This design comes from an exercise in tuning for small area and a short achievable clock period on the open sky130 flow, not from production work.
Where RTL was checked, it was by simulation tests only, not by an equivalence proof against the original.
The RTL of run 1 was laid out without a check of its function.
Power and IR drop assume default switching activity.

## flow/design.v (module list and top-level ports; edited modules follow where they fit)
// module cao_pipe: 909 lines
module cao_pipe (
    input  wire        clk,
    input  wire        rst,           
    input  wire [31:0] last_pc,       
    output wire        imem_en,
    output wire [31:0] imem_addr,
    input  wire [63:0] imem_rdata,
    output wire        dmem_en,
    output wire        dmem_we,
    output wire [11:0] dmem_addr,
    output wire [31:0] dmem_wdata,
    input  wire [31:0] dmem_rdata,
    output wire        halted,
    output wire        faulted,
    output wire [31:0] fault_addr,
    output wire [31:0] cycle_count,
    output wire [31:0] retired_count,
    input  wire [3:0]  dbg_sel,
    output wire [31:0] dbg_data
);
  // ...
==> flow/run.sh <==
#!/bin/bash
# synth_recipe.tcl (not shown) runs the flow's synth.tcl, then flattens the netlist and writes it again
# the make line also repeats each setting of config.mk as NAME=value (left out here)
make -C /OpenROAD-flow-scripts/flow DESIGN_CONFIG=/design/flow/config.mk WORK_HOME=/design/flow/orfs CLKGATE_MAP_FILE= SYNTH_SCRIPT=/design/flow/synth_recipe.tcl finish
==> flow/config.mk <==
export PLATFORM = sky130hd
export DESIGN_NAME = cao_pipe
export DESIGN_NICKNAME = cao_pipe
export VERILOG_FILES = /design/flow/design.v
export SDC_FILE = /design/flow/constraint.sdc
export NUM_CORES = 4
export LEC_CHECK = 0
export CAP_MARGIN = 20
export CELL_PAD_IN_SITES_DETAIL_PLACEMENT = 1
export CELL_PAD_IN_SITES_GLOBAL_PLACEMENT = 2
export CORE_MARGIN = 2
export CORE_UTILIZATION = 40
export PLACE_DENSITY = 0.55
export SETUP_SLACK_MARGIN = 5
export SLEW_MARGIN = 20
==> flow/constraint.sdc <==
create_clock -name core_clock -period 12.0 [get_ports {clk}]
set_input_delay 2.4000 -clock core_clock [delete_from_list [all_inputs] [get_ports {clk}]]
set_output_delay 2.4000 -clock core_clock [all_outputs]
set_load 0.01 [all_outputs]
==> impl_metrics.tcl, run 1 <==
set metrics [dict create \
    place_inst 7411 \
    antenna_cells 43 \
    reg2reg_from "e_rbh[9]$_SDFFCE_PN0N_" \
    hold_class "reg2reg" \
    boundaryPins 343 \
    grt_pass1_vias 50800 \
    power_clock_mw 3.27 \
    row_count 137 \
    clk_pin_slew_worst_paths_ps 60 \
    via_per_inst 6.68 \
    async_flop_share_pct 0 \
    synthTopCellsByCount "edfxtp_1, a22oi_1, inv_1" \
    root_buffer "clkbuf_16" \
    routedLengthMet1_um 116000 \
    setup_violations 0 \
    numCtsBuffers 99 \
    power_density_mw_per_mm2 344 \
    avgSynthCellArea_um2 10.4 \
    fin_cells 7777 \
    tns_ps 0 \
    buffers_excl_clock 644 \
    overflow 0 \
    status "finished clean" \
    worstHoldStart "m_rd[1]$_DFF_P_" \
    place_area_mm2 0.0621 \
    worst_slew_pin_slew_ps 1270 \
    grt_pass1_wl_um 391000 \
    path_buf_inv 6 \
    synth_fa_ha_area_share_pct 11.5 \
    final_common_cell "edfxtp_1" \
    design.seq.count 853 \
    pg_seq_mw 4.59 \
    timing.hold.ws_ps 390 \
    p_comb_share_pct 66.9 \
    initial_core_util_pct 40.3 \
    ir_drop_uv 1180 \
    worstSetupStartpoint "e_rbh[9]$_SDFFCE_PN0N_" \
    slowest_delay_ps 570 \
    nClkBuffers 125 \
    synthFlopType "edfxtp_1" \
    cp_common_cell "buf_4" \
]
==> run 2, diff against run 1 <==
==> flow/design.v (replaced) <==
module cao_pipe (
    input  wire        clk,
    input  wire        rst,           
    input  wire [31:0] last_pc,       
    output wire        imem_en,
    output wire [31:0] imem_addr,
    input  wire [63:0] imem_rdata,
    output wire        dmem_en,
    output wire        dmem_we,
    output wire [11:0] dmem_addr,
    output wire [31:0] dmem_wdata,
    input  wire [31:0] dmem_rdata,
    output wire        halted,
    output wire        faulted,
    output wire [31:0] fault_addr,
    output wire [31:0] cycle_count,
    output wire [31:0] retired_count,
    input  wire [3:0]  dbg_sel,
    output wire [31:0] dbg_data
);
    localparam [31:0] PC_BASE = 32'd4000;
    localparam [3:0] OP_ADD  = 4'd1,  OP_SUB  = 4'd2,  OP_MUL   = 4'd3,
                     OP_AND  = 4'd4,  OP_OR   = 4'd5,  OP_XOR   = 4'd6,
                     OP_MOVC = 4'd7,  OP_LOAD = 4'd8,  OP_STORE = 4'd9,
                     OP_BZ   = 4'd10, OP_BNZ  = 4'd11, OP_JUMP  = 4'd12,
                     OP_HALT = 4'd13;
    function use_a(input [3:0] op);    
        use_a = (op >= OP_ADD && op <= OP_XOR) || op == OP_LOAD ||
                op == OP_STORE || op == OP_JUMP;
    endfunction
    function use_b(input [3:0] op);    
        use_b = (op >= OP_ADD && op <= OP_XOR) || op == OP_STORE;
    endfunction
    function has_dest(input [3:0] op);
        has_dest = (op >= OP_ADD && op <= OP_MOVC) || op == OP_LOAD;
    endfunction
    reg        halted_r, faulted_r;
    reg [31:0] pc;
    reg        zf, zl, f_stall;
    reg [31:0] cyc, ret;
    reg [31:0] x [0:15];
    reg        d_v, d_last;
    reg [3:0]  d_op, d_rd, d_ra, d_rb;
    reg [31:0] d_imm;
    reg        e_v, e_ph, e_last;
    reg [3:0]  e_op, e_rd;
    reg [15:0] e_rah, e_rbh;           
    reg [31:0] e_imm;
    reg        m_v, m_wr, m_ld, m_st, m_mem, m_tk, m_fault, m_term;
    reg [3:0]  m_rd;
    reg [31:0] m_buf, m_cs;
    reg [8-1:0] m_top;              
    reg        w_v, w_wr, w_term;
    reg [3:0]  w_rd;
    reg [31:0] w_buf;
    wire run = ~halted_r & ~faulted_r;
    wire [31:0] npc     = m_tk ? m_buf : pc;            
    wire        ex_v    = e_v & ~m_tk;                  
    wire        ex_halt = ex_v & (e_op == OP_HALT);
    wire        ex_mul1 = ex_v & (e_op == OP_MUL) & ~e_ph;
    wire        ex_live = ex_v & ~ex_mul1;              
    wire        dv      = d_v & ~m_tk & ~ex_halt;        
    wire        e_pend  = e_v & has_dest(e_op);
    wire        haz_a   = use_a(d_op) & ((e_pend & (e_rd == d_ra)) |
                                         (m_wr   & (m_rd == d_ra)));
    wire        haz_b   = use_b(d_op) & ((e_pend & (e_rd == d_rb)) |
                                         (m_wr   & (m_rd == d_rb)));
    wire        stall   = dv & (ex_mul1 | haz_a | haz_b);
    wire        issue   = dv & ~ex_mul1 & ~haz_a & ~haz_b;
    wire        fetch   = ~f_stall & ~ex_halt & ~stall;
    wire [3:0]  i_op  = imem_rdata[63:60];
    wire        i_v   = (i_op != 4'd0);
    wire        i_st  = (i_op == OP_STORE);
    wire        i_br  = (i_op == OP_BZ) | (i_op == OP_BNZ);
    wire [3:0]  i_rs1 = imem_rdata[53:50];
    wire [3:0]  i_rs2 = imem_rdata[48:45];
    wire [31:0] i_imm = imem_rdata[31:0];
    wire [31:0] i_tgt = npc + i_imm;
    assign imem_en   = run & ~m_fault & fetch;
    assign imem_addr = npc;
    reg  [31:0] va, vb;
    integer j;
    always @(*) begin
        va = 32'd0;
        vb = 32'd0;
        for (j = 0; j < 16; j = j + 1) begin
            va = va | (x[j] & {32{e_rah[j]}});
            vb = vb | (x[j] & {32{e_rbh[j]}});
        end
    end
    wire        is_sub = (e_op == OP_SUB);
    wire [31:0] opb    = ((e_op == OP_ADD) | is_sub) ? vb : e_imm;
    wire [32:0] sum33  = {va, 1'b1} + {opb ^ {32{is_sub}}, is_sub};
    wire [31:0] sum    = sum33[32:1];
    wire        in_rng = (sum[31:12] == 20'd0);
    wire [31:0] mx = e_ph ? {va[15:0], 16'd0} : va;
    wire [15:0] my = e_ph ? vb[31:16] : vb[15:0];
    wire [31:0] m_val = (m_buf + m_cs) ^ {^m_top, 31'd0};    
    wire [31:0] mz    = e_ph ? m_val : 32'd0;
    wire bo0 = my[0] ^ 1'b0;
    wire bt0 = (my[1] & ~my[0] & ~1'b0) | (~my[1] & my[0] & 1'b0);
    wire bn0 = my[1] & ~(my[0] & 1'b0);
    wire pp1 = ((mx[0] & bo0) | (1'b0 & bt0)) ^ bn0;
    wire pp2 = ((mx[1] & bo0) | (mx[0] & bt0)) ^ bn0;
    wire pp3 = ((mx[2] & bo0) | (mx[1] & bt0)) ^ bn0;
    wire pp4 = ((mx[3] & bo0) | (mx[2] & bt0)) ^ bn0;
    wire pp5 = ((mx[4] & bo0) | (mx[3] & bt0)) ^ bn0;
    wire pp6 = ((mx[5] & bo0) | (mx[4] & bt0)) ^ bn0;
    wire pp7 = ((mx[6] & bo0) | (mx[5] & bt0)) ^ bn0;
    wire pp8 = ((mx[7] & bo0) | (mx[6] & bt0)) ^ bn0;
    wire pp9 = ((mx[8] & bo0) | (mx[7] & bt0)) ^ bn0;
    wire pp10 = ((mx[9] & bo0) | (mx[8] & bt0)) ^ bn0;
    wire pp11 = ((mx[10] & bo0) | (mx[9] & bt0)) ^ bn0;
    wire pp12 = ((mx[11] & bo0) | (mx[10] & bt0)) ^ bn0;
    wire pp13 = ((mx[12] & bo0) | (mx[11] & bt0)) ^ bn0;
    wire pp14 = ((mx[13] & bo0) | (mx[12] & bt0)) ^ bn0;
    wire pp15 = ((mx[14] & bo0) | (mx[13] & bt0)) ^ bn0;
    wire pp16 = ((mx[15] & bo0) | (mx[14] & bt0)) ^ bn0;
    wire pp17 = ((mx[16] & bo0) | (mx[15] & bt0)) ^ bn0;
    wire pp18 = ((mx[17] & bo0) | (mx[16] & bt0)) ^ bn0;
    wire pp19 = ((mx[18] & bo0) | (mx[17] & bt0)) ^ bn0;
    wire pp20 = ((mx[19] & bo0) | (mx[18] & bt0)) ^ bn0;
    wire pp21 = ((mx[20] & bo0) | (mx[19] & bt0)) ^ bn0;
    wire pp22 = ((mx[21] & bo0) | (mx[20] & bt0)) ^ bn0;
    wire pp23 = ((mx[22] & bo0) | (mx[21] & bt0)) ^ bn0;
    wire pp24 = ((mx[23] & bo0) | (mx[22] & bt0)) ^ bn0;
    wire pp25 = ((mx[24] & bo0) | (mx[23] & bt0)) ^ bn0;
    wire pp26 = ((mx[25] & bo0) | (mx[24] & bt0)) ^ bn0;
    wire pp27 = ((mx[26] & bo0) | (mx[25] & bt0)) ^ bn0;
    wire pp28 = ((mx[27] & bo0) | (mx[26] & bt0)) ^ bn0;
    wire pp29 = ((mx[28] & bo0) | (mx[27] & bt0)) ^ bn0;
    wire pp30 = ((mx[29] & bo0) | (mx[28] & bt0)) ^ bn0;
    wire pp31 = ((mx[30] & bo0) | (mx[29] & bt0)) ^ bn0;
    wire pp32 = ((mx[31] & bo0) | (mx[30] & bt0)) ^ bn0;
    wire bo1 = my[2] ^ my[1];
    wire bt1 = (my[3] & ~my[2] & ~my[1]) | (~my[3] & my[2] & my[1]);
    wire bn1 = my[3] & ~(my[2] & my[1]);
    wire pp33 = ((mx[0] & bo1) | (1'b0 & bt1)) ^ bn1;
    wire pp34 = ((mx[1] & bo1) | (mx[0] & bt1)) ^ bn1;
    wire pp35 = ((mx[2] & bo1) | (mx[1] & bt1)) ^ bn1;
    wire pp36 = ((mx[3] & bo1) | (mx[2] & bt1)) ^ bn1;
    wire pp37 = ((mx[4] & bo1) | (mx[3] & bt1)) ^ bn1;
    wire pp38 = ((mx[5] & bo1) | (mx[4] & bt1)) ^ bn1;
    wire pp39 = ((mx[6] & bo1) | (mx[5] & bt1)) ^ bn1;
    wire pp40 = ((mx[7] & bo1) | (mx[6] & bt1)) ^ bn1;
    wire pp41 = ((mx[8] & bo1) | (mx[7] & bt1)) ^ bn1;
    wire pp42 = ((mx[9] & bo1) | (mx[8] & bt1)) ^ bn1;
    wire pp43 = ((mx[10] & bo1) | (mx[9] & bt1)) ^ bn1;
    wire pp44 = ((mx[11] & bo1) | (mx[10] & bt1)) ^ bn1;
    wire pp45 = ((mx[12] & bo1) | (mx[11] & bt1)) ^ bn1;
    wire pp46 = ((mx[13] & bo1) | (mx[12] & bt1)) ^ bn1;
    wire pp47 = ((mx[14] & bo1) | (mx[13] & bt1)) ^ bn1;
    wire pp48 = ((mx[15] & bo1) | (mx[14] & bt1)) ^ bn1;
    wire pp49 = ((mx[16] & bo1) | (mx[15] & bt1)) ^ bn1;
    wire pp50 = ((mx[17] & bo1) | (mx[16] & bt1)) ^ bn1;
    wire pp51 = ((mx[18] & bo1) | (mx[17] & bt1)) ^ bn1;
    wire pp52 = ((mx[19] & bo1) | (mx[18] & bt1)) ^ bn1;
    wire pp53 = ((mx[20] & bo1) | (mx[19] & bt1)) ^ bn1;
    wire pp54 = ((mx[21] & bo1) | (mx[20] & bt1)) ^ bn1;
    wire pp55 = ((mx[22] & bo1) | (mx[21] & bt1)) ^ bn1;
    wire pp56 = ((mx[23] & bo1) | (mx[22] & bt1)) ^ bn1;
    wire pp57 = ((mx[24] & bo1) | (mx[23] & bt1)) ^ bn1;
    wire pp58 = ((mx[25] & bo1) | (mx[24] & bt1)) ^ bn1;
    wire pp59 = ((mx[26] & bo1) | (mx[25] & bt1)) ^ bn1;
    wire pp60 = ((mx[27] & bo1) | (mx[26] & bt1)) ^ bn1;
    wire pp61 = ((mx[28] & bo1) | (mx[27] & bt1)) ^ bn1;
    wire pp62 = ((mx[29] & bo1) | (mx[28] & bt1)) ^ bn1;
    wire bo2 = my[4] ^ my[3];
    wire bt2 = (my[5] & ~my[4] & ~my[3]) | (~my[5] & my[4] & my[3]);
    wire bn2 = my[5] & ~(my[4] & my[3]);
    wire pp63 = ((mx[0] & bo2) | (1'b0 & bt2)) ^ bn2;
    wire pp64 = ((mx[1] & bo2) | (mx[0] & bt2)) ^ bn2;
    wire pp65 = ((mx[2] & bo2) | (mx[1] & bt2)) ^ bn2;
    wire pp66 = ((mx[3] & bo2) | (mx[2] & bt2)) ^ bn2;
    wire pp67 = ((mx[4] & bo2) | (mx[3] & bt2)) ^ bn2;
    wire pp68 = ((mx[5] & bo2) | (mx[4] & bt2)) ^ bn2;
    wire pp69 = ((mx[6] & bo2) | (mx[5] & bt2)) ^ bn2;
    wire pp70 = ((mx[7] & bo2) | (mx[6] & bt2)) ^ bn2;
    wire pp71 = ((mx[8] & bo2) | (mx[7] & bt2)) ^ bn2;
    wire pp72 = ((mx[9] & bo2) | (mx[8] & bt2)) ^ bn2;
    wire pp73 = ((mx[10] & bo2) | (mx[9] & bt2)) ^ bn2;
    wire pp74 = ((mx[11] & bo2) | (mx[10] & bt2)) ^ bn2;
    wire pp75 = ((mx[12] & bo2) | (mx[11] & bt2)) ^ bn2;
    wire pp76 = ((mx[13] & bo2) | (mx[12] & bt2)) ^ bn2;
    wire pp77 = ((mx[14] & bo2) | (mx[13] & bt2)) ^ bn2;
    wire pp78 = ((mx[15] & bo2) | (mx[14] & bt2)) ^ bn2;
    wire pp79 = ((mx[16] & bo2) | (mx[15] & bt2)) ^ bn2;
    wire pp80 = ((mx[17] & bo2) | (mx[16] & bt2)) ^ bn2;
    wire pp81 = ((mx[18] & bo2) | (mx[17] & bt2)) ^ bn2;
    wire pp82 = ((mx[19] & bo2) | (mx[18] & bt2)) ^ bn2;
    wire pp83 = ((mx[20] & bo2) | (mx[19] & bt2)) ^ bn2;
    wire pp84 = ((mx[21] & bo2) | (mx[20] & bt2)) ^ bn2;
    wire pp85 = ((mx[22] & bo2) | (mx[21] & bt2)) ^ bn2;
    wire pp86 = ((mx[23] & bo2) | (mx[22] & bt2)) ^ bn2;
    wire pp87 = ((mx[24] & bo2) | (mx[23] & bt2)) ^ bn2;
    wire pp88 = ((mx[25] & bo2) | (mx[24] & bt2)) ^ bn2;
    wire pp89 = ((mx[26] & bo2) | (mx[25] & bt2)) ^ bn2;
    wire pp90 = ((mx[27] & bo2) | (mx[26] & bt2)) ^ bn2;
    wire bo3 = my[6] ^ my[5];
    wire bt3 = (my[7] & ~my[6] & ~my[5]) | (~my[7] & my[6] & my[5]);
    wire bn3 = my[7] & ~(my[6] & my[5]);
    wire pp91 = ((mx[0] & bo3) | (1'b0 & bt3)) ^ bn3;
    wire pp92 = ((mx[1] & bo3) | (mx[0] & bt3)) ^ bn3;
    wire pp93 = ((mx[2] & bo3) | (mx[1] & bt3)) ^ bn3;
    wire pp94 = ((mx[3] & bo3) | (mx[2] & bt3)) ^ bn3;
    wire pp95 = ((mx[4] & bo3) | (mx[3] & bt3)) ^ bn3;
    wire pp96 = ((mx[5] & bo3) | (mx[4] & bt3)) ^ bn3;
    wire pp97 = ((mx[6] & bo3) | (mx[5] & bt3)) ^ bn3;
    wire pp98 = ((mx[7] & bo3) | (mx[6] & bt3)) ^ bn3;
    wire pp99 = ((mx[8] & bo3) | (mx[7] & bt3)) ^ bn3;
    wire pp100 = ((mx[9] & bo3) | (mx[8] & bt3)) ^ bn3;
    wire pp101 = ((mx[10] & bo3) | (mx[9] & bt3)) ^ bn3;
    wire pp102 = ((mx[11] & bo3) | (mx[10] & bt3)) ^ bn3;
    wire pp103 = ((mx[12] & bo3) | (mx[11] & bt3)) ^ bn3;
    wire pp104 = ((mx[13] & bo3) | (mx[12] & bt3)) ^ bn3;
    wire pp105 = ((mx[14] & bo3) | (mx[13] & bt3)) ^ bn3;
    wire pp106 = ((mx[15] & bo3) | (mx[14] & bt3)) ^ bn3;
    wire pp107 = ((mx[16] & bo3) | (mx[15] & bt3)) ^ bn3;
    wire pp108 = ((mx[17] & bo3) | (mx[16] & bt3)) ^ bn3;
    wire pp109 = ((mx[18] & bo3) | (mx[17] & bt3)) ^ bn3;
    wire pp110 = ((mx[19] & bo3) | (mx[18] & bt3)) ^ bn3;
    wire pp111 = ((mx[20] & bo3) | (mx[19] & bt3)) ^ bn3;
    wire pp112 = ((mx[21] & bo3) | (mx[20] & bt3)) ^ bn3;
    wire pp113 = ((mx[22] & bo3) | (mx[21] & bt3)) ^ bn3;
    wire pp114 = ((mx[23] & bo3) | (mx[22] & bt3)) ^ bn3;
    wire pp115 = ((mx[24] & bo3) | (mx[23] & bt3)) ^ bn3;
    wire pp116 = ((mx[25] & bo3) | (mx[24] & bt3)) ^ bn3;
    wire bo4 = my[8] ^ my[7];
    wire bt4 = (my[9] & ~my[8] & ~my[7]) | (~my[9] & my[8] & my[7]);
    wire bn4 = my[9] & ~(my[8] & my[7]);
    wire pp117 = ((mx[0] & bo4) | (1'b0 & bt4)) ^ bn4;
    wire pp118 = ((mx[1] & bo4) | (mx[0] & bt4)) ^ bn4;
    wire pp119 = ((mx[2] & bo4) | (mx[1] & bt4)) ^ bn4;
    wire pp120 = ((mx[3] & bo4) | (mx[2] & bt4)) ^ bn4;
    wire pp121 = ((mx[4] & bo4) | (mx[3] & bt4)) ^ bn4;
    wire pp122 = ((mx[5] & bo4) | (mx[4] & bt4)) ^ bn4;
    wire pp123 = ((mx[6] & bo4) | (mx[5] & bt4)) ^ bn4;
    wire pp124 = ((mx[7] & bo4) | (mx[6] & bt4)) ^ bn4;
    wire pp125 = ((mx[8] & bo4) | (mx[7] & bt4)) ^ bn4;
    wire pp126 = ((mx[9] & bo4) | (mx[8] & bt4)) ^ bn4;
    wire pp127 = ((mx[10] & bo4) | (mx[9] & bt4)) ^ bn4;
    wire pp128 = ((mx[11] & bo4) | (mx[10] & bt4)) ^ bn4;
    wire pp129 = ((mx[12] & bo4) | (mx[11] & bt4)) ^ bn4;
    wire pp130 = ((mx[13] & bo4) | (mx[12] & bt4)) ^ bn4;
    wire pp131 = ((mx[14] & bo4) | (mx[13] & bt4)) ^ bn4;
    wire pp132 = ((mx[15] & bo4) | (mx[14] & bt4)) ^ bn4;
    wire pp133 = ((mx[16] & bo4) | (mx[15] & bt4)) ^ bn4;
    wire pp134 = ((mx[17] & bo4) | (mx[16] & bt4)) ^ bn4;
    wire pp135 = ((mx[18] & bo4) | (mx[17] & bt4)) ^ bn4;
    wire pp136 = ((mx[19] & bo4) | (mx[18] & bt4)) ^ bn4;
    wire pp137 = ((mx[20] & bo4) | (mx[19] & bt4)) ^ bn4;
    wire pp138 = ((mx[21] & bo4) | (mx[20] & bt4)) ^ bn4;
    wire pp139 = ((mx[22] & bo4) | (mx[21] & bt4)) ^ bn4;
    wire pp140 = ((mx[23] & bo4) | (mx[22] & bt4)) ^ bn4;
    wire bo5 = my[10] ^ my[9];
    wire bt5 = (my[11] & ~my[10] & ~my[9]) | (~my[11] & my[10] & my[9]);
    wire bn5 = my[11] & ~(my[10] & my[9]);
    wire pp141 = ((mx[0] & bo5) | (1'b0 & bt5)) ^ bn5;
    wire pp142 = ((mx[1] & bo5) | (mx[0] & bt5)) ^ bn5;
    wire pp143 = ((mx[2] & bo5) | (mx[1] & bt5)) ^ bn5;
    wire pp144 = ((mx[3] & bo5) | (mx[2] & bt5)) ^ bn5;
    wire pp145 = ((mx[4] & bo5) | (mx[3] & bt5)) ^ bn5;
    wire pp146 = ((mx[5] & bo5) | (mx[4] & bt5)) ^ bn5;
    wire pp147 = ((mx[6] & bo5) | (mx[5] & bt5)) ^ bn5;
    wire pp148 = ((mx[7] & bo5) | (mx[6] & bt5)) ^ bn5;
    wire pp149 = ((mx[8] & bo5) | (mx[7] & bt5)) ^ bn5;
    wire pp150 = ((mx[9] & bo5) | (mx[8] & bt5)) ^ bn5;
    wire pp151 = ((mx[10] & bo5) | (mx[9] & bt5)) ^ bn5;
    wire pp152 = ((mx[11] & bo5) | (mx[10] & bt5)) ^ bn5;
    wire pp153 = ((mx[12] & bo5) | (mx[11] & bt5)) ^ bn5;
    wire pp154 = ((mx[13] & bo5) | (mx[12] & bt5)) ^ bn5;
    wire pp155 = ((mx[14] & bo5) | (mx[13] & bt5)) ^ bn5;
    wire pp156 = ((mx[15] & bo5) | (mx[14] & bt5)) ^ bn5;
    wire pp157 = ((mx[16] & bo5) | (mx[15] & bt5)) ^ bn5;
    wire pp158 = ((mx[17] & bo5) | (mx[16] & bt5)) ^ bn5;
    wire pp159 = ((mx[18] & bo5) | (mx[17] & bt5)) ^ bn5;
    wire pp160 = ((mx[19] & bo5) | (mx[18] & bt5)) ^ bn5;
    wire pp161 = ((mx[20] & bo5) | (mx[19] & bt5)) ^ bn5;
    wire pp162 = ((mx[21] & bo5) | (mx[20] & bt5)) ^ bn5;
    wire bo6 = my[12] ^ my[11];
    wire bt6 = (my[13] & ~my[12] & ~my[11]) | (~my[13] & my[12] & my[11]);
    wire bn6 = my[13] & ~(my[12] & my[11]);
    wire pp163 = ((mx[0] & bo6) | (1'b0 & bt6)) ^ bn6;
    wire pp164 = ((mx[1] & bo6) | (mx[0] & bt6)) ^ bn6;
    wire pp165 = ((mx[2] & bo6) | (mx[1] & bt6)) ^ bn6;
    wire pp166 = ((mx[3] & bo6) | (mx[2] & bt6)) ^ bn6;
    wire pp167 = ((mx[4] & bo6) | (mx[3] & bt6)) ^ bn6;
    wire pp168 = ((mx[5] & bo6) | (mx[4] & bt6)) ^ bn6;
    wire pp169 = ((mx[6] & bo6) | (mx[5] & bt6)) ^ bn6;
    wire pp170 = ((mx[7] & bo6) | (mx[6] & bt6)) ^ bn6;
    wire pp171 = ((mx[8] & bo6) | (mx[7] & bt6)) ^ bn6;
    wire pp172 = ((mx[9] & bo6) | (mx[8] & bt6)) ^ bn6;
    wire pp173 = ((mx[10] & bo6) | (mx[9] & bt6)) ^ bn6;
    wire pp174 = ((mx[11] & bo6) | (mx[10] & bt6)) ^ bn6;
    wire pp175 = ((mx[12] & bo6) | (mx[11] & bt6)) ^ bn6;
    wire pp176 = ((mx[13] & bo6) | (mx[12] & bt6)) ^ bn6;
    wire pp177 = ((mx[14] & bo6) | (mx[13] & bt6)) ^ bn6;
    wire pp178 = ((mx[15] & bo6) | (mx[14] & bt6)) ^ bn6;
    wire pp179 = ((mx[16] & bo6) | (mx[15] & bt6)) ^ bn6;
    wire pp180 = ((mx[17] & bo6) | (mx[16] & bt6)) ^ bn6;
    wire pp181 = ((mx[18] & bo6) | (mx[17] & bt6)) ^ bn6;
    wire pp182 = ((mx[19] & bo6) | (mx[18] & bt6)) ^ bn6;
    wire bo7 = my[14] ^ my[13];
    wire bt7 = (my[15] & ~my[14] & ~my[13]) | (~my[15] & my[14] & my[13]);
    wire bn7 = my[15] & ~(my[14] & my[13]);
    wire pp183 = ((mx[0] & bo7) | (1'b0 & bt7)) ^ bn7;
    wire pp184 = ((mx[1] & bo7) | (mx[0] & bt7)) ^ bn7;
    wire pp185 = ((mx[2] & bo7) | (mx[1] & bt7)) ^ bn7;
    wire pp186 = ((mx[3] & bo7) | (mx[2] & bt7)) ^ bn7;
    wire pp187 = ((mx[4] & bo7) | (mx[3] & bt7)) ^ bn7;
    wire pp188 = ((mx[5] & bo7) | (mx[4] & bt7)) ^ bn7;
    wire pp189 = ((mx[6] & bo7) | (mx[5] & bt7)) ^ bn7;
    wire pp190 = ((mx[7] & bo7) | (mx[6] & bt7)) ^ bn7;
    wire pp191 = ((mx[8] & bo7) | (mx[7] & bt7)) ^ bn7;
    wire pp192 = ((mx[9] & bo7) | (mx[8] & bt7)) ^ bn7;
    wire pp193 = ((mx[10] & bo7) | (mx[9] & bt7)) ^ bn7;
    wire pp194 = ((mx[11] & bo7) | (mx[10] & bt7)) ^ bn7;
    wire pp195 = ((mx[12] & bo7) | (mx[11] & bt7)) ^ bn7;
    wire pp196 = ((mx[13] & bo7) | (mx[12] & bt7)) ^ bn7;
    wire pp197 = ((mx[14] & bo7) | (mx[13] & bt7)) ^ bn7;
    wire pp198 = ((mx[15] & bo7) | (mx[14] & bt7)) ^ bn7;
    wire pp199 = ((mx[16] & bo7) | (mx[15] & bt7)) ^ bn7;
    wire pp200 = ((mx[17] & bo7) | (mx[16] & bt7)) ^ bn7;
    wire pp201 = mx[0] & my[15];
    wire pp202 = mx[1] & my[15];
    wire pp203 = mx[2] & my[15];
    wire pp204 = mx[3] & my[15];
    wire pp205 = mx[4] & my[15];
    wire pp206 = mx[5] & my[15];
    wire pp207 = mx[6] & my[15];
    wire pp208 = mx[7] & my[15];
    wire pp209 = mx[8] & my[15];
    wire pp210 = mx[9] & my[15];
    wire pp211 = mx[10] & my[15];
    wire pp212 = mx[11] & my[15];
    wire pp213 = mx[12] & my[15];
    wire pp214 = mx[13] & my[15];
    wire pp215 = mx[14] & my[15];
    wire pp216 = mx[15] & my[15];
    wire hs217 = pp15 ^ pp45;
    wire hc218 = pp15 & pp45;
    wire hs219 = pp16 ^ pp46;
    wire hc220 = pp16 & pp46;
    wire fs221 = pp17 ^ pp47 ^ pp75;
    wire fc222 = (pp17 & pp47) | (pp17 & pp75) | (pp47 & pp75);
    wire fs223 = pp18 ^ pp48 ^ pp76;
    wire fc224 = (pp18 & pp48) | (pp18 & pp76) | (pp48 & pp76);
    wire fs225 = pp19 ^ pp49 ^ pp77;
    wire fc226 = (pp19 & pp49) | (pp19 & pp77) | (pp49 & pp77);
    wire fs227 = pp20 ^ pp50 ^ pp78;
    wire fc228 = (pp20 & pp50) | (pp20 & pp78) | (pp50 & pp78);
    wire fs229 = pp21 ^ pp51 ^ pp79;
    wire fc230 = (pp21 & pp51) | (pp21 & pp79) | (pp51 & pp79);
    wire fs231 = pp22 ^ pp52 ^ pp80;
    wire fc232 = (pp22 & pp52) | (pp22 & pp80) | (pp52 & pp80);
    wire fs233 = pp23 ^ pp53 ^ pp81;
    wire fc234 = (pp23 & pp53) | (pp23 & pp81) | (pp53 & pp81);
    wire fs235 = pp24 ^ pp54 ^ pp82;
    wire fc236 = (pp24 & pp54) | (pp24 & pp82) | (pp54 & pp82);
    wire fs237 = pp25 ^ pp55 ^ pp83;
    wire fc238 = (pp25 & pp55) | (pp25 & pp83) | (pp55 & pp83);
    wire fs239 = pp26 ^ pp56 ^ pp84;
    wire fc240 = (pp26 & pp56) | (pp26 & pp84) | (pp56 & pp84);
    wire fs241 = pp27 ^ pp57 ^ pp85;
    wire fc242 = (pp27 & pp57) | (pp27 & pp85) | (pp57 & pp85);
    wire fs243 = pp28 ^ pp58 ^ pp86;
    wire fc244 = (pp28 & pp58) | (pp28 & pp86) | (pp58 & pp86);
    wire fs245 = pp29 ^ pp59 ^ pp87;
    wire fc246 = (pp29 & pp59) | (pp29 & pp87) | (pp59 & pp87);
    wire fs247 = pp30 ^ pp60 ^ pp88;
    wire fc248 = (pp30 & pp60) | (pp30 & pp88) | (pp60 & pp88);
    wire fs249 = pp31 ^ pp61 ^ pp89;
    wire fc250 = (pp31 & pp61) | (pp31 & pp89) | (pp61 & pp89);
    wire hs251 = pp9 ^ pp39;
    wire hc252 = pp9 & pp39;
    wire hs253 = pp10 ^ pp40;
    wire hc254 = pp10 & pp40;
    wire fs255 = pp11 ^ pp41 ^ pp69;
    wire fc256 = (pp11 & pp41) | (pp11 & pp69) | (pp41 & pp69);
    wire hs257 = pp95 ^ pp119;
    wire hc258 = pp95 & pp119;
    wire fs259 = pp12 ^ pp42 ^ pp70;
    wire fc260 = (pp12 & pp42) | (pp12 & pp70) | (pp42 & pp70);
    wire hs261 = pp96 ^ pp120;
    wire hc262 = pp96 & pp120;
    wire fs263 = pp13 ^ pp43 ^ pp71;
    wire fc264 = (pp13 & pp43) | (pp13 & pp71) | (pp43 & pp71);
    wire fs265 = pp97 ^ pp121 ^ pp143;
    wire fc266 = (pp97 & pp121) | (pp97 & pp143) | (pp121 & pp143);
    wire hs267 = pp163 ^ bn6;
    wire hc268 = pp163 & bn6;
    wire fs269 = pp14 ^ pp44 ^ pp72;
    wire fc270 = (pp14 & pp44) | (pp14 & pp72) | (pp44 & pp72);
    wire fs271 = pp98 ^ pp122 ^ pp144;
    wire fc272 = (pp98 & pp122) | (pp98 & pp144) | (pp122 & pp144);
    wire hs273 = pp164 ^ mz[13];
    wire hc274 = pp164 & mz[13];
    wire fs275 = pp73 ^ pp99 ^ pp123;
    wire fc276 = (pp73 & pp99) | (pp73 & pp123) | (pp99 & pp123);
    wire fs277 = pp145 ^ pp165 ^ pp183;
    wire fc278 = (pp145 & pp165) | (pp145 & pp183) | (pp165 & pp183);
    wire fs279 = bn7 ^ mz[14] ^ hs217;
    wire fc280 = (bn7 & mz[14]) | (bn7 & hs217) | (mz[14] & hs217);
    wire fs281 = pp74 ^ pp100 ^ pp124;
    wire fc282 = (pp74 & pp100) | (pp74 & pp124) | (pp100 & pp124);
    wire fs283 = pp146 ^ pp166 ^ pp184;
    wire fc284 = (pp146 & pp166) | (pp146 & pp184) | (pp166 & pp184);
    wire fs285 = mz[15] ^ hs219 ^ hc218;
    wire fc286 = (mz[15] & hs219) | (mz[15] & hc218) | (hs219 & hc218);
    wire fs287 = pp101 ^ pp125 ^ pp147;
    wire fc288 = (pp101 & pp125) | (pp101 & pp147) | (pp125 & pp147);
    wire fs289 = pp167 ^ pp185 ^ pp201;
    wire fc290 = (pp167 & pp185) | (pp167 & pp201) | (pp185 & pp201);
    wire fs291 = mz[16] ^ fs221 ^ hc220;
    wire fc292 = (mz[16] & fs221) | (mz[16] & hc220) | (fs221 & hc220);
    wire fs293 = pp102 ^ pp126 ^ pp148;
    wire fc294 = (pp102 & pp126) | (pp102 & pp148) | (pp126 & pp148);
    wire fs295 = pp168 ^ pp186 ^ pp202;
    wire fc296 = (pp168 & pp186) | (pp168 & pp202) | (pp186 & pp202);
    wire fs297 = mz[17] ^ fs223 ^ fc222;
    wire fc298 = (mz[17] & fs223) | (mz[17] & fc222) | (fs223 & fc222);
    wire fs299 = pp103 ^ pp127 ^ pp149;
    wire fc300 = (pp103 & pp127) | (pp103 & pp149) | (pp127 & pp149);
    wire fs301 = pp169 ^ pp187 ^ pp203;
    wire fc302 = (pp169 & pp187) | (pp169 & pp203) | (pp187 & pp203);
    wire fs303 = mz[18] ^ fs225 ^ fc224;
    wire fc304 = (mz[18] & fs225) | (mz[18] & fc224) | (fs225 & fc224);
    wire fs305 = pp104 ^ pp128 ^ pp150;
    wire fc306 = (pp104 & pp128) | (pp104 & pp150) | (pp128 & pp150);
    wire fs307 = pp170 ^ pp188 ^ pp204;
    wire fc308 = (pp170 & pp188) | (pp170 & pp204) | (pp188 & pp204);
    wire fs309 = mz[19] ^ fs227 ^ fc226;
    wire fc310 = (mz[19] & fs227) | (mz[19] & fc226) | (fs227 & fc226);
    wire fs311 = pp105 ^ pp129 ^ pp151;
    wire fc312 = (pp105 & pp129) | (pp105 & pp151) | (pp129 & pp151);
    wire fs313 = pp171 ^ pp189 ^ pp205;
    wire fc314 = (pp171 & pp189) | (pp171 & pp205) | (pp189 & pp205);
    wire fs315 = mz[20] ^ fs229 ^ fc228;
    wire fc316 = (mz[20] & fs229) | (mz[20] & fc228) | (fs229 & fc228);
    wire fs317 = pp106 ^ pp130 ^ pp152;
    wire fc318 = (pp106 & pp130) | (pp106 & pp152) | (pp130 & pp152);
    wire fs319 = pp172 ^ pp190 ^ pp206;
    wire fc320 = (pp172 & pp190) | (pp172 & pp206) | (pp190 & pp206);
    wire fs321 = mz[21] ^ fs231 ^ fc230;
    wire fc322 = (mz[21] & fs231) | (mz[21] & fc230) | (fs231 & fc230);
    wire fs323 = pp107 ^ pp131 ^ pp153;
    wire fc324 = (pp107 & pp131) | (pp107 & pp153) | (pp131 & pp153);
    wire fs325 = pp173 ^ pp191 ^ pp207;
    wire fc326 = (pp173 & pp191) | (pp173 & pp207) | (pp191 & pp207);
    wire fs327 = mz[22] ^ fs233 ^ fc232;
    wire fc328 = (mz[22] & fs233) | (mz[22] & fc232) | (fs233 & fc232);
    wire fs329 = pp108 ^ pp132 ^ pp154;
    wire fc330 = (pp108 & pp132) | (pp108 & pp154) | (pp132 & pp154);
    wire fs331 = pp174 ^ pp192 ^ pp208;
    wire fc332 = (pp174 & pp192) | (pp174 & pp208) | (pp192 & pp208);
    wire fs333 = mz[23] ^ fs235 ^ fc234;
    wire fc334 = (mz[23] & fs235) | (mz[23] & fc234) | (fs235 & fc234);
    wire fs335 = pp109 ^ pp133 ^ pp155;
    wire fc336 = (pp109 & pp133) | (pp109 & pp155) | (pp133 & pp155);
    wire fs337 = pp175 ^ pp193 ^ pp209;
    wire fc338 = (pp175 & pp193) | (pp175 & pp209) | (pp193 & pp209);
    wire fs339 = mz[24] ^ fs237 ^ fc236;
    wire fc340 = (mz[24] & fs237) | (mz[24] & fc236) | (fs237 & fc236);
    wire fs341 = pp110 ^ pp134 ^ pp156;
    wire fc342 = (pp110 & pp134) | (pp110 & pp156) | (pp134 & pp156);
    wire fs343 = pp176 ^ pp194 ^ pp210;
    wire fc344 = (pp176 & pp194) | (pp176 & pp210) | (pp194 & pp210);
    wire fs345 = mz[25] ^ fs239 ^ fc238;
    wire fc346 = (mz[25] & fs239) | (mz[25] & fc238) | (fs239 & fc238);
    wire fs347 = pp111 ^ pp135 ^ pp157;
    wire fc348 = (pp111 & pp135) | (pp111 & pp157) | (pp135 & pp157);
    wire fs349 = pp177 ^ pp195 ^ pp211;
    wire fc350 = (pp177 & pp195) | (pp177 & pp211) | (pp195 & pp211);
    wire fs351 = mz[26] ^ fs241 ^ fc240;
    wire fc352 = (mz[26] & fs241) | (mz[26] & fc240) | (fs241 & fc240);
    wire fs353 = pp112 ^ pp136 ^ pp158;
    wire fc354 = (pp112 & pp136) | (pp112 & pp158) | (pp136 & pp158);
    wire fs355 = pp178 ^ pp196 ^ pp212;
    wire fc356 = (pp178 & pp196) | (pp178 & pp212) | (pp196 & pp212);
    wire fs357 = mz[27] ^ fs243 ^ fc242;
    wire fc358 = (mz[27] & fs243) | (mz[27] & fc242) | (fs243 & fc242);
    wire fs359 = pp113 ^ pp137 ^ pp159;
    wire fc360 = (pp113 & pp137) | (pp113 & pp159) | (pp137 & pp159);
    wire fs361 = pp179 ^ pp197 ^ pp213;
    wire fc362 = (pp179 & pp197) | (pp179 & pp213) | (pp197 & pp213);
    wire fs363 = mz[28] ^ fs245 ^ fc244;
    wire fc364 = (mz[28] & fs245) | (mz[28] & fc244) | (fs245 & fc244);
    wire fs365 = pp114 ^ pp138 ^ pp160;
    wire fc366 = (pp114 & pp138) | (pp114 & pp160) | (pp138 & pp160);
    wire fs367 = pp180 ^ pp198 ^ pp214;
    wire fc368 = (pp180 & pp198) | (pp180 & pp214) | (pp198 & pp214);
    wire fs369 = mz[29] ^ fs247 ^ fc246;
    wire fc370 = (mz[29] & fs247) | (mz[29] & fc246) | (fs247 & fc246);
    wire fs371 = pp115 ^ pp139 ^ pp161;
    wire fc372 = (pp115 & pp139) | (pp115 & pp161) | (pp139 & pp161);
    wire fs373 = pp181 ^ pp199 ^ pp215;
    wire fc374 = (pp181 & pp199) | (pp181 & pp215) | (pp199 & pp215);
    wire fs375 = mz[30] ^ fs249 ^ fc248;
    wire fc376 = (mz[30] & fs249) | (mz[30] & fc248) | (fs249 & fc248);
    wire hs377 = pp5 ^ pp35;
    wire hc378 = pp5 & pp35;
    wire hs379 = pp6 ^ pp36;
    wire hc380 = pp6 & pp36;
    wire fs381 = pp7 ^ pp37 ^ pp65;
    wire fc382 = (pp7 & pp37) | (pp7 & pp65) | (pp37 & pp65);
    wire hs383 = pp91 ^ bn3;
    wire hc384 = pp91 & bn3;
    wire fs385 = pp8 ^ pp38 ^ pp66;
    wire fc386 = (pp8 & pp38) | (pp8 & pp66) | (pp38 & pp66);
    wire hs387 = pp92 ^ mz[7];
    wire hc388 = pp92 & mz[7];
    wire fs389 = pp67 ^ pp93 ^ pp117;
    wire fc390 = (pp67 & pp93) | (pp67 & pp117) | (pp93 & pp117);
    wire fs391 = bn4 ^ mz[8] ^ hs251;
    wire fc392 = (bn4 & mz[8]) | (bn4 & hs251) | (mz[8] & hs251);
    wire fs393 = pp68 ^ pp94 ^ pp118;
    wire fc394 = (pp68 & pp94) | (pp68 & pp118) | (pp94 & pp118);
    wire fs395 = mz[9] ^ hs253 ^ hc252;
    wire fc396 = (mz[9] & hs253) | (mz[9] & hc252) | (hs253 & hc252);
    wire fs397 = pp141 ^ bn5 ^ mz[10];
    wire fc398 = (pp141 & bn5) | (pp141 & mz[10]) | (bn5 & mz[10]);
    wire fs399 = fs255 ^ hs257 ^ hc254;
    wire fc400 = (fs255 & hs257) | (fs255 & hc254) | (hs257 & hc254);
    wire fs401 = pp142 ^ mz[11] ^ fs259;
    wire fc402 = (pp142 & mz[11]) | (pp142 & fs259) | (mz[11] & fs259);
    wire fs403 = hs261 ^ fc256 ^ hc258;
    wire fc404 = (hs261 & fc256) | (hs261 & hc258) | (fc256 & hc258);
    wire fs405 = mz[12] ^ fs263 ^ fs265;
    wire fc406 = (mz[12] & fs263) | (mz[12] & fs265) | (fs263 & fs265);
    wire fs407 = hs267 ^ fc260 ^ hc262;
    wire fc408 = (hs267 & fc260) | (hs267 & hc262) | (fc260 & hc262);
    wire fs409 = fs269 ^ fs271 ^ hs273;
    wire fc410 = (fs269 & fs271) | (fs269 & hs273) | (fs271 & hs273);
    wire fs411 = fc264 ^ fc266 ^ hc268;
    wire fc412 = (fc264 & fc266) | (fc264 & hc268) | (fc266 & hc268);
    wire fs413 = fs275 ^ fs277 ^ fs279;
    wire fc414 = (fs275 & fs277) | (fs275 & fs279) | (fs277 & fs279);
    wire fs415 = fc270 ^ fc272 ^ hc274;
    wire fc416 = (fc270 & fc272) | (fc270 & hc274) | (fc272 & hc274);
    wire fs417 = fs281 ^ fs283 ^ fs285;
    wire fc418 = (fs281 & fs283) | (fs281 & fs285) | (fs283 & fs285);
    wire fs419 = fc276 ^ fc278 ^ fc280;
    wire fc420 = (fc276 & fc278) | (fc276 & fc280) | (fc278 & fc280);
    wire fs421 = fs287 ^ fs289 ^ fs291;
    wire fc422 = (fs287 & fs289) | (fs287 & fs291) | (fs289 & fs291);
    wire fs423 = fc282 ^ fc284 ^ fc286;
    wire fc424 = (fc282 & fc284) | (fc282 & fc286) | (fc284 & fc286);
    wire fs425 = fs293 ^ fs295 ^ fs297;
    wire fc426 = (fs293 & fs295) | (fs293 & fs297) | (fs295 & fs297);
    wire fs427 = fc288 ^ fc290 ^ fc292;
    wire fc428 = (fc288 & fc290) | (fc288 & fc292) | (fc290 & fc292);
    wire fs429 = fs299 ^ fs301 ^ fs303;
    wire fc430 = (fs299 & fs301) | (fs299 & fs303) | (fs301 & fs303);
    wire fs431 = fc294 ^ fc296 ^ fc298;
    wire fc432 = (fc294 & fc296) | (fc294 & fc298) | (fc296 & fc298);
    wire fs433 = fs305 ^ fs307 ^ fs309;
    wire fc434 = (fs305 & fs307) | (fs305 & fs309) | (fs307 & fs309);
    wire fs435 = fc300 ^ fc302 ^ fc304;
    wire fc436 = (fc300 & fc302) | (fc300 & fc304) | (fc302 & fc304);
    wire fs437 = fs311 ^ fs313 ^ fs315;
    wire fc438 = (fs311 & fs313) | (fs311 & fs315) | (fs313 & fs315);
    wire fs439 = fc306 ^ fc308 ^ fc310;
    wire fc440 = (fc306 & fc308) | (fc306 & fc310) | (fc308 & fc310);
    wire fs441 = fs317 ^ fs319 ^ fs321;
    wire fc442 = (fs317 & fs319) | (fs317 & fs321) | (fs319 & fs321);
    wire fs443 = fc312 ^ fc314 ^ fc316;
    wire fc444 = (fc312 & fc314) | (fc312 & fc316) | (fc314 & fc316);
    wire fs445 = fs323 ^ fs325 ^ fs327;
    wire fc446 = (fs323 & fs325) | (fs323 & fs327) | (fs325 & fs327);
    wire fs447 = fc318 ^ fc320 ^ fc322;
    wire fc448 = (fc318 & fc320) | (fc318 & fc322) | (fc320 & fc322);
    wire fs449 = fs329 ^ fs331 ^ fs333;
    wire fc450 = (fs329 & fs331) | (fs329 & fs333) | (fs331 & fs333);
    wire fs451 = fc324 ^ fc326 ^ fc328;
    wire fc452 = (fc324 & fc326) | (fc324 & fc328) | (fc326 & fc328);
    wire fs453 = fs335 ^ fs337 ^ fs339;
    wire fc454 = (fs335 & fs337) | (fs335 & fs339) | (fs337 & fs339);
    wire fs455 = fc330 ^ fc332 ^ fc334;
    wire fc456 = (fc330 & fc332) | (fc330 & fc334) | (fc332 & fc334);
    wire fs457 = fs341 ^ fs343 ^ fs345;
    wire fc458 = (fs341 & fs343) | (fs341 & fs345) | (fs343 & fs345);
    wire fs459 = fc336 ^ fc338 ^ fc340;
    wire fc460 = (fc336 & fc338) | (fc336 & fc340) | (fc338 & fc340);
    wire fs461 = fs347 ^ fs349 ^ fs351;
    wire fc462 = (fs347 & fs349) | (fs347 & fs351) | (fs349 & fs351);
    wire fs463 = fc342 ^ fc344 ^ fc346;
    wire fc464 = (fc342 & fc344) | (fc342 & fc346) | (fc344 & fc346);
    wire fs465 = fs353 ^ fs355 ^ fs357;
    wire fc466 = (fs353 & fs355) | (fs353 & fs357) | (fs355 & fs357);
    wire fs467 = fc348 ^ fc350 ^ fc352;
    wire fc468 = (fc348 & fc350) | (fc348 & fc352) | (fc350 & fc352);
    wire fs469 = fs359 ^ fs361 ^ fs363;
    wire fc470 = (fs359 & fs361) | (fs359 & fs363) | (fs361 & fs363);
    wire fs471 = fc354 ^ fc356 ^ fc358;
    wire fc472 = (fc354 & fc356) | (fc354 & fc358) | (fc356 & fc358);
    wire fs473 = fs365 ^ fs367 ^ fs369;
    wire fc474 = (fs365 & fs367) | (fs365 & fs369) | (fs367 & fs369);
    wire fs475 = fc360 ^ fc362 ^ fc364;
    wire fc476 = (fc360 & fc362) | (fc360 & fc364) | (fc362 & fc364);
    wire fs477 = fs371 ^ fs373 ^ fs375;
    wire fc478 = (fs371 & fs373) | (fs371 & fs375) | (fs373 & fs375);
    wire fs479 = fc366 ^ fc368 ^ fc370;
    wire fc480 = (fc366 & fc368) | (fc366 & fc370) | (fc368 & fc370);
    wire hs481 = pp3 ^ pp33;
    wire hc482 = pp3 & pp33;
    wire hs483 = pp4 ^ pp34;
    wire hc484 = pp4 & pp34;
    wire fs485 = pp63 ^ bn2 ^ mz[4];
    wire fc486 = (pp63 & bn2) | (pp63 & mz[4]) | (bn2 & mz[4]);
    wire fs487 = pp64 ^ mz[5] ^ hs379;
    wire fc488 = (pp64 & mz[5]) | (pp64 & hs379) | (mz[5] & hs379);
    wire fs489 = mz[6] ^ fs381 ^ hs383;
    wire fc490 = (mz[6] & fs381) | (mz[6] & hs383) | (fs381 & hs383);
    wire fs491 = fs385 ^ hs387 ^ fc382;
    wire fc492 = (fs385 & hs387) | (fs385 & fc382) | (hs387 & fc382);
    wire fs493 = fs389 ^ fs391 ^ fc386;
    wire fc494 = (fs389 & fs391) | (fs389 & fc386) | (fs391 & fc386);
    wire fs495 = fs393 ^ fs395 ^ fc390;
    wire fc496 = (fs393 & fs395) | (fs393 & fc390) | (fs395 & fc390);
    wire fs497 = fs397 ^ fs399 ^ fc394;
    wire fc498 = (fs397 & fs399) | (fs397 & fc394) | (fs399 & fc394);
    wire fs499 = fs401 ^ fs403 ^ fc398;
    wire fc500 = (fs401 & fs403) | (fs401 & fc398) | (fs403 & fc398);
    wire fs501 = fs405 ^ fs407 ^ fc402;
    wire fc502 = (fs405 & fs407) | (fs405 & fc402) | (fs407 & fc402);
    wire fs503 = fs409 ^ fs411 ^ fc406;
    wire fc504 = (fs409 & fs411) | (fs409 & fc406) | (fs411 & fc406);
    wire fs505 = fs413 ^ fs415 ^ fc410;
    wire fc506 = (fs413 & fs415) | (fs413 & fc410) | (fs415 & fc410);
    wire fs507 = fs417 ^ fs419 ^ fc414;
    wire fc508 = (fs417 & fs419) | (fs417 & fc414) | (fs419 & fc414);
    wire fs509 = fs421 ^ fs423 ^ fc418;
    wire fc510 = (fs421 & fs423) | (fs421 & fc418) | (fs423 & fc418);
    wire fs511 = fs425 ^ fs427 ^ fc422;
    wire fc512 = (fs425 & fs427) | (fs425 & fc422) | (fs427 & fc422);
    wire fs513 = fs429 ^ fs431 ^ fc426;
    wire fc514 = (fs429 & fs431) | (fs429 & fc426) | (fs431 & fc426);
    wire fs515 = fs433 ^ fs435 ^ fc430;
    wire fc516 = (fs433 & fs435) | (fs433 & fc430) | (fs435 & fc430);
    wire fs517 = fs437 ^ fs439 ^ fc434;
    wire fc518 = (fs437 & fs439) | (fs437 & fc434) | (fs439 & fc434);
    wire fs519 = fs441 ^ fs443 ^ fc438;
    wire fc520 = (fs441 & fs443) | (fs441 & fc438) | (fs443 & fc438);
    wire fs521 = fs445 ^ fs447 ^ fc442;
    wire fc522 = (fs445 & fs447) | (fs445 & fc442) | (fs447 & fc442);
    wire fs523 = fs449 ^ fs451 ^ fc446;
    wire fc524 = (fs449 & fs451) | (fs449 & fc446) | (fs451 & fc446);
    wire fs525 = fs453 ^ fs455 ^ fc450;
    wire fc526 = (fs453 & fs455) | (fs453 & fc450) | (fs455 & fc450);
    wire fs527 = fs457 ^ fs459 ^ fc454;
    wire fc528 = (fs457 & fs459) | (fs457 & fc454) | (fs459 & fc454);
    wire fs529 = fs461 ^ fs463 ^ fc458;
    wire fc530 = (fs461 & fs463) | (fs461 & fc458) | (fs463 & fc458);
    wire fs531 = fs465 ^ fs467 ^ fc462;
    wire fc532 = (fs465 & fs467) | (fs465 & fc462) | (fs467 & fc462);
    wire fs533 = fs469 ^ fs471 ^ fc466;
    wire fc534 = (fs469 & fs471) | (fs469 & fc466) | (fs471 & fc466);
    wire fs535 = fs473 ^ fs475 ^ fc470;
    wire fc536 = (fs473 & fs475) | (fs473 & fc470) | (fs475 & fc470);
    wire fs537 = fs477 ^ fs479 ^ fc474;
    wire fc538 = (fs477 & fs479) | (fs477 & fc474) | (fs479 & fc474);
    wire hs539 = pp1 ^ bn0;
    wire hc540 = pp1 & bn0;
    wire hs541 = pp2 ^ mz[1];
    wire hc542 = pp2 & mz[1];
    wire fs543 = bn1 ^ mz[2] ^ hs481;
    wire fc544 = (bn1 & mz[2]) | (bn1 & hs481) | (mz[2] & hs481);
    wire fs545 = mz[3] ^ hs483 ^ hc482;
    wire fc546 = (mz[3] & hs483) | (mz[3] & hc482) | (hs483 & hc482);
    wire fs547 = hs377 ^ fs485 ^ hc484;
    wire fc548 = (hs377 & fs485) | (hs377 & hc484) | (fs485 & hc484);
    wire fs549 = hc378 ^ fs487 ^ fc486;
    wire fc550 = (hc378 & fs487) | (hc378 & fc486) | (fs487 & fc486);
    wire fs551 = hc380 ^ fs489 ^ fc488;
    wire fc552 = (hc380 & fs489) | (hc380 & fc488) | (fs489 & fc488);
    wire fs553 = hc384 ^ fs491 ^ fc490;
    wire fc554 = (hc384 & fs491) | (hc384 & fc490) | (fs491 & fc490);
    wire fs555 = hc388 ^ fs493 ^ fc492;
    wire fc556 = (hc388 & fs493) | (hc388 & fc492) | (fs493 & fc492);
    wire fs557 = fc392 ^ fs495 ^ fc494;
    wire fc558 = (fc392 & fs495) | (fc392 & fc494) | (fs495 & fc494);
    wire fs559 = fc396 ^ fs497 ^ fc496;
    wire fc560 = (fc396 & fs497) | (fc396 & fc496) | (fs497 & fc496);
    wire fs561 = fc400 ^ fs499 ^ fc498;
    wire fc562 = (fc400 & fs499) | (fc400 & fc498) | (fs499 & fc498);
    wire fs563 = fc404 ^ fs501 ^ fc500;
    wire fc564 = (fc404 & fs501) | (fc404 & fc500) | (fs501 & fc500);
    wire fs565 = fc408 ^ fs503 ^ fc502;
    wire fc566 = (fc408 & fs503) | (fc408 & fc502) | (fs503 & fc502);
    wire fs567 = fc412 ^ fs505 ^ fc504;
    wire fc568 = (fc412 & fs505) | (fc412 & fc504) | (fs505 & fc504);
    wire fs569 = fc416 ^ fs507 ^ fc506;
    wire fc570 = (fc416 & fs507) | (fc416 & fc506) | (fs507 & fc506);
    wire fs571 = fc420 ^ fs509 ^ fc508;
    wire fc572 = (fc420 & fs509) | (fc420 & fc508) | (fs509 & fc508);
    wire fs573 = fc424 ^ fs511 ^ fc510;
    wire fc574 = (fc424 & fs511) | (fc424 & fc510) | (fs511 & fc510);
    wire fs575 = fc428 ^ fs513 ^ fc512;
    wire fc576 = (fc428 & fs513) | (fc428 & fc512) | (fs513 & fc512);
    wire fs577 = fc432 ^ fs515 ^ fc514;
    wire fc578 = (fc432 & fs515) | (fc432 & fc514) | (fs515 & fc514);
    wire fs579 = fc436 ^ fs517 ^ fc516;
    wire fc580 = (fc436 & fs517) | (fc436 & fc516) | (fs517 & fc516);
    wire fs581 = fc440 ^ fs519 ^ fc518;
    wire fc582 = (fc440 & fs519) | (fc440 & fc518) | (fs519 & fc518);
    wire fs583 = fc444 ^ fs521 ^ fc520;
    wire fc584 = (fc444 & fs521) | (fc444 & fc520) | (fs521 & fc520);
    wire fs585 = fc448 ^ fs523 ^ fc522;
    wire fc586 = (fc448 & fs523) | (fc448 & fc522) | (fs523 & fc522);
    wire fs587 = fc452 ^ fs525 ^ fc524;
    wire fc588 = (fc452 & fs525) | (fc452 & fc524) | (fs525 & fc524);
    wire fs589 = fc456 ^ fs527 ^ fc526;
    wire fc590 = (fc456 & fs527) | (fc456 & fc526) | (fs527 & fc526);
    wire fs591 = fc460 ^ fs529 ^ fc528;
    wire fc592 = (fc460 & fs529) | (fc460 & fc528) | (fs529 & fc528);
    wire fs593 = fc464 ^ fs531 ^ fc530;
    wire fc594 = (fc464 & fs531) | (fc464 & fc530) | (fs531 & fc530);
    wire fs595 = fc468 ^ fs533 ^ fc532;
    wire fc596 = (fc468 & fs533) | (fc468 & fc532) | (fs533 & fc532);
    wire fs597 = fc472 ^ fs535 ^ fc534;
    wire fc598 = (fc472 & fs535) | (fc472 & fc534) | (fs535 & fc534);
    wire fs599 = fc476 ^ fs537 ^ fc536;
    wire fc600 = (fc476 & fs537) | (fc476 & fc536) | (fs537 & fc536);
    wire top31 = pp32 ^ pp62 ^ pp90 ^ pp116 ^ pp140 ^ pp162 ^ pp182 ^ pp200 ^ pp216 ^ mz[31];
    localparam MTOPW = 8;
    wire [7:0] mtop = {fc250, fc372, fc374, fc376, fc478, fc480, fc538, fc600};
    wire [31:0] mra = {top31, fs599, fs597, fs595, fs593, fs591, fs589, fs587, fs585, fs583, fs581, fs579, fs577, fs575, fs573, fs571, fs569, fs567, fs565, fs563, fs561, fs559, fs557, fs555, fs553, fs551, fs549, fs547, fs545, fs543, hs541, mz[0]};
    wire [31:0] mrb = {1'b0, fc598, fc596, fc594, fc592, fc590, fc588, fc586, fc584, fc582, fc580, fc578, fc576, fc574, fc572, fc570, fc568, fc566, fc564, fc562, fc560, fc558, fc556, fc554, fc552, fc550, fc548, fc546, fc544, hc542, hc540, hs539};
    reg [31:0] exr;
    always @(*) begin
        case (e_op)
            OP_ADD, OP_SUB, OP_JUMP: exr = sum;
            OP_LOAD, OP_STORE: exr = vb;
            OP_AND:   exr = va & vb;
            OP_OR:    exr = va | vb;
            OP_XOR:   exr = va ^ vb;
            OP_MUL:   exr = mra;
            default:  exr = e_imm;
        endcase
    end
    wire        zf_cur = zl ? (m_val == 32'd0) : zf;
    wire taken  = (e_op == OP_JUMP) | ((e_op == OP_BZ) & zf_cur) |
                  ((e_op == OP_BNZ) & ~zf_cur);
    wire is_ls  = (e_op == OP_LOAD) | (e_op == OP_STORE);
    assign dmem_en    = run & m_mem;
    assign dmem_we    = m_st;
    assign dmem_addr  = m_cs[11:0];
    assign dmem_wdata = m_buf;
    assign halted        = halted_r;
    assign faulted       = faulted_r;
    assign fault_addr    = m_cs;
    assign cycle_count   = cyc;
    assign retired_count = ret;
    assign dbg_data      = x[dbg_sel];
    wire        wen   = run & w_wr;
    wire [31:0] wdata = rst ? 32'd0 : w_buf;
    integer i;
    always @(posedge clk) begin
        for (i = 0; i < 16; i = i + 1)
            if (rst | (wen & (w_rd == i)))
                x[i] <= wdata;
    end
    always @(posedge clk) begin
        if (!stall) begin
            d_op   <= i_op;
            d_rd   <= imem_rdata[58:55];
            d_ra   <= i_st ? i_rs2 : i_rs1;
            d_rb   <= i_st ? i_rs1 : i_rs2;
            d_imm  <= i_br ? i_tgt : i_imm;
            d_last <= (npc == last_pc);
        end
        if (!ex_mul1) begin
            e_op   <= d_op;
            e_rd   <= d_rd;
            e_rah  <= 16'd1 << d_ra;
            e_rbh  <= 16'd1 << d_rb;
            e_imm  <= d_imm;
            e_last <= d_last;
        end
        e_ph   <= ex_mul1;
        m_rd   <= e_rd;
        m_ld   <= (e_op == OP_LOAD);
        m_st   <= (e_op == OP_STORE);
        m_term <= (e_op == OP_HALT) | e_last;
        m_buf  <= exr;
        if (!(faulted_r | m_fault))
            m_cs <= (e_op == OP_MUL) ? mrb : (is_ls ? sum : 32'd0);
        m_top  <= (e_op == OP_MUL) ? mtop : {8{1'b0}};
        w_rd   <= m_rd;
        w_buf  <= m_ld ? dmem_rdata : m_val;
    end
    always @(posedge clk) begin
        if (rst) begin
            halted_r  <= 1'b0;
            faulted_r <= 1'b0;
            pc        <= PC_BASE;
            zf        <= 1'b0;
            zl        <= 1'b0;
            f_stall   <= 1'b0;
            cyc       <= 32'd0;
            ret       <= 32'd0;
            d_v       <= 1'b0;
            e_v       <= 1'b0;
            m_v       <= 1'b0;
            m_wr      <= 1'b0;
            m_mem     <= 1'b0;
            m_tk      <= 1'b0;
            m_fault   <= 1'b0;
            w_v       <= 1'b0;
            w_wr      <= 1'b0;
            w_term    <= 1'b0;
        end else begin
            if (run) begin
                if (m_fault)
                    faulted_r <= 1'b1;
                else if (w_term)
                    halted_r <= 1'b1;
                if (!m_fault)
                    cyc <= cyc + 32'd1;
                if (w_v)
                    ret <= ret + 32'd1;
            end
            pc      <= (fetch & i_v) ? npc + 32'd4 : npc;
            zf      <= zf_cur;
            zl      <= ex_live & ((e_op == OP_ADD) | is_sub | (e_op == OP_MUL));
            if (ex_halt)
                f_stall <= 1'b1;
            if (!stall)
                d_v <= fetch & i_v;
            if (!ex_mul1)
                e_v <= issue;
            m_v     <= ex_live;
            m_wr    <= ex_live & has_dest(e_op);
            m_mem   <= ex_live & is_ls & in_rng;
            m_fault <= ex_live & is_ls & ~in_rng;
            m_tk    <= ex_live & taken;
            w_v     <= m_v;
            w_wr    <= m_wr;
            w_term  <= m_v & m_term;
        end
    end
endmodule
==> flow/flow/run.sh (new file) <==
#!/bin/bash
# The standard layout, with two changes to how ORFS optimises it:
#  - the ports are buffered with buf_2 cells instead of ORFS's default pick
#    (a slow delay cell), still one buffer on every input and output port;
#  - repair_timing aims for a setup slack of 5.5 ns instead of 0.
# Synthesis, floorplan, power grid, tap cells, CTS and routing are the standard flow's own
# (standard.sh); the clock and constraints are unchanged.
set -euo pipefail
cat >> config.mk << 'X'
export SETUP_SLACK_MARGIN = 5.5
export BUFFER_PORTS_ARGS = -buffer_cell sky130_fd_sc_hd__buf_2
X
bash standard.sh > standard_make.log 2>&1
==> flow/standard.sh (new file) <==
#!/bin/bash
# synth_recipe.tcl (not shown) runs the flow's synth.tcl, then flattens the netlist and writes it again
# the make line also repeats each setting of config.mk as NAME=value (left out here)
make -C /OpenROAD-flow-scripts/flow DESIGN_CONFIG=/design/flow/config.mk WORK_HOME=/design/flow/orfs CLKGATE_MAP_FILE= SYNTH_SCRIPT=/design/flow/synth_recipe.tcl "${@:-finish}"
--- a/flow/config.mk
+++ b/flow/config.mk
@@ -6,10 +6,11 @@
 export NUM_CORES = 4
 export LEC_CHECK = 0
 export CAP_MARGIN = 20
 export CELL_PAD_IN_SITES_DETAIL_PLACEMENT = 1
 export CELL_PAD_IN_SITES_GLOBAL_PLACEMENT = 2
 export CORE_MARGIN = 2
 export CORE_UTILIZATION = 40
 export PLACE_DENSITY = 0.55
-export SETUP_SLACK_MARGIN = 5
 export SLEW_MARGIN = 20
+export SETUP_SLACK_MARGIN = 5.5
+export BUFFER_PORTS_ARGS = -buffer_cell sky130_fd_sc_hd__buf_2
removed: flow/run.sh
==> impl_metrics.tcl, run 2 <==
set metrics [dict create \
    fp.dieH_um 372 \
    r2r-end "m_buf[30]$_DFF_P_" \
    worst_slew_pin_slew_ps 1220 \
    cap_violations 0 \
    boundaryPins 343 \
    timing.hold.ws_ps 391 \
    regMostFlops "x" \
    holdBufCountCts 0 \
    status "finished clean" \
    cts.sinks 861 \
    synthFlopType "edfxtp_1" \
    rsz0062_at_grt "true" \
    holdPathEnd "w_rd[1]$_DFF_P_" \
    path_buf_inv 4 \
    layout-drive-gt1-share_pct 19.7 \
    grt_pass1_vias 47800 \
    ir_drop_uv 1650 \
    fin_area_mm2 0.0648 \
    fp.coreArea_mm2 0.135 \
    crit_slowest_cell "bufbuf_16" \
    mappedNetlistArea_mm2 0.0543 \
    max-slew-margin-rel_pct 17.9 \
    ant_nets 0 \
    finalClockSkew_ps 89.2 \
    via_per_inst 6.73 \
    synth.largest_area_cell "edfxtp_1" \
    final_common_cell "edfxtp_1" \
    avgSynthCellArea_um2 10.6 \
    synth.distinct_cells 96 \
    reg2reg_depth 20 \
    yosysSeqAreaShare_pct 44.0 \
    fmax_mhz 152 \
    synth_seq_cells 861 \
    h-tree-depth 3 \
    clk_pin_slew_worst_paths_ps 60 \
    drt_wl_total_um 277000 \
    async_flop_share_pct 0 \
    cpLargestDelayFamily "buffers and inverters" \
    grt_max_degree 76 \
    dp_hpwl_um 173000 \
    syn_nets 5591 \
    initial_core_util_pct 40.2 \
    synthTopCellsByCount "edfxtp_1, a22oi_1, nand2_1" \
    die-area_mm2 0.139 \
    setup_violations 0 \
    crit_fanout 12 \
    place_inst 7012 \
    final_cell_mix "edfxtp_1, a22oi_1, buf_2" \
    synthCells 5109 \
    io_buffers 326 \
    grt_pass1_wl_um 377000 \
    clock_path_buffers 3 \
    worstHoldStart "m_rd[1]$_DFF_P_" \
    rrSetupSlack_ps 5510 \
    yosysMostFrequentCell "edfxtp_1" \
    row_count 135 \
    area_delta_synth_final_pct 19.4 \
    cp.required_ps 9600 \
    drc_errors 0 \
    synth_area_leaders "edfxtp_1, a22oi_1, dfxtp_1" \
    wire_per_inst_um 37.8 \
    hold_viol 0 \
    largest_reg_flops 512 \
    hold_path_depth 0 \
    slowest_delay_ps 380 \
    drt_iter0_drc 7833 \
    synth_top_area_share_pct 36.9 \
    power_density_mw_per_mm2 379 \
    first_pass_iters 6 \
    place_area_mm2 0.0582 \
    gp_congestion 0.928 \
    crit_arrival_ps 4170 \
    reg2reg_from "e_rah[4]$_SDFFCE_PP0N_" \
    synth_edf_count 666 \
    maxSlewViolCount 0 \
    p_leak_nw 25.3 \
    worstSetupEndpointType "primary output" \
    via_count 49400 \
    cts_tree "done" \
    path_cells "buf_12 > nand2b_4 > nor3_2 > buf_8 > bufbuf_16 > a22oi_1 > nand4_1 > o22a_1 > buf_2" \
    ys_warn_count 2 \
    critPathLaunchType "input pin" \
    multiInputGateArea_mm2 0.0290 \
    numCtsBuffers 101 \
    fin_cells 7348 \
    crit_type "in2out" \
    root_buffer "clkbuf_16" \
    overflow 0 \
    n_fill_cell 14400 \
    post-route-min-period_ps 6570 \
    hold_class "reg2reg" \
    tns_ps 0 \
    grt_usage_pct 38.8 \
    final_nets 5954 \
    antenna_found_initial 19 \
    clock_latency_ps 770 \
    finalCritPeriodShare_pct 54.7 \
    die-width_um 372 \
    regArea_mm2 0.0239 \
]
run 2: cell count changes after synthesis, moves of 16 or more:
cell | before | now
a221oi_1 | 126 | 143
a21oi_1 | 189 | 161
inv_1 | 353 | 296
and2_1 | 76 | 31
clkbuf_1 | 285 | 238
fa_1 | 206 | 176
nor2_1 | 289 | 266
xnor2_1 | 233 | 266
a22o_1 | 131 | 151
mux2i_1 | 71 | 55
xor2_1 | 179 | 151
nor3_1 | 81 | 62
a22oi_1 | 613 | 632
o211ai_1 | 29 | 9
run 2: power by group:
part / total (mW) / switching [mW] / leakage (nW) / internal, mW
Clock: 3.24 / 1.37 / 1.68 / 1.87
Combinational: 16.9 / 10.7 / 15.1 / 6.14
Sequential: 4.45 / 0.562 / 8.56 / 3.89
Total: 24.6 / 12.7 / 25.3 / 11.9
run 2: cell families after synthesis:
family	after synthesis	share of synthesized area, %
compound gates	1551	21.0
simple gates	1153	10.5
mux	108	2.19
fa+ha+maj	348	10.5
xor+xnor	419	6.80
flops	861	44.0
buf+inv	669	4.96
run 2: cell type report:
class / count / share of cell area [%]
clock buffers: 138 / 4.27
repair buffers: 624 / 7.69
repair inverters: 1 / 0.0135
multi-input cells: 3584 / 44.8
flip-flops and latches: 861 / 36.9
inverters: 299 / 1.75
clock inverters: 54 / 1.15
well taps: 1781 / 3.44
diodes: 6 / 0.0232
run 2: routing by layer:
layer	share of wire [%]	GRT usage [%]	up-vias
met3	13	12.2	701
li1	-	-	20100
met2	40	53.5	3674
met5	0.034	0	-
met4	5.2	16.3	14
met1	41	55.5	25000
run 2: worst max-delay path by stage:
stage | start | end | slack, ps | cells after the start
floorplan | dbg_sel[0] | dbg_data[14] | 5550 | 8
global placement | e_rbh[7]$_SDFFCE_PP0N_ | m_buf[27]$_DFF_P_ | 4060 | 20
detailed placement | e_rbh[7]$_SDFFCE_PP0N_ | m_buf[30]$_DFF_P_ | 3960 | 21
CTS | dbg_sel[3] | dbg_data[20] | 5430 | 9
global route | e_rah[4]$_SDFFCE_PP0N_ | m_buf[30]$_DFF_P_ | 5360 | 20
finish | dbg_sel[3] | dbg_data[17] | 5430 | 9
run 2: timing repair:
action | CTS | global route
resized for setup | 208 | 144
gates cloned | 11 | 11
setup endpoints to repair | 85 | 52
buffers inserted | 44 | 72
pin swaps | 26 | 56
run 2: per-stage QoR:
stage,worst slack [ps],power (mW),util [%]
2_1_floorplan,5550,11.9,-
3_3_place_gp,4060,19.5,43.1
3_5_place_dp,3960,19.6,43.1
4_1_cts,5430,23.5,46.8
5_1_grt,5360,25.9,47.9
6_report,5430,24.6,48.0
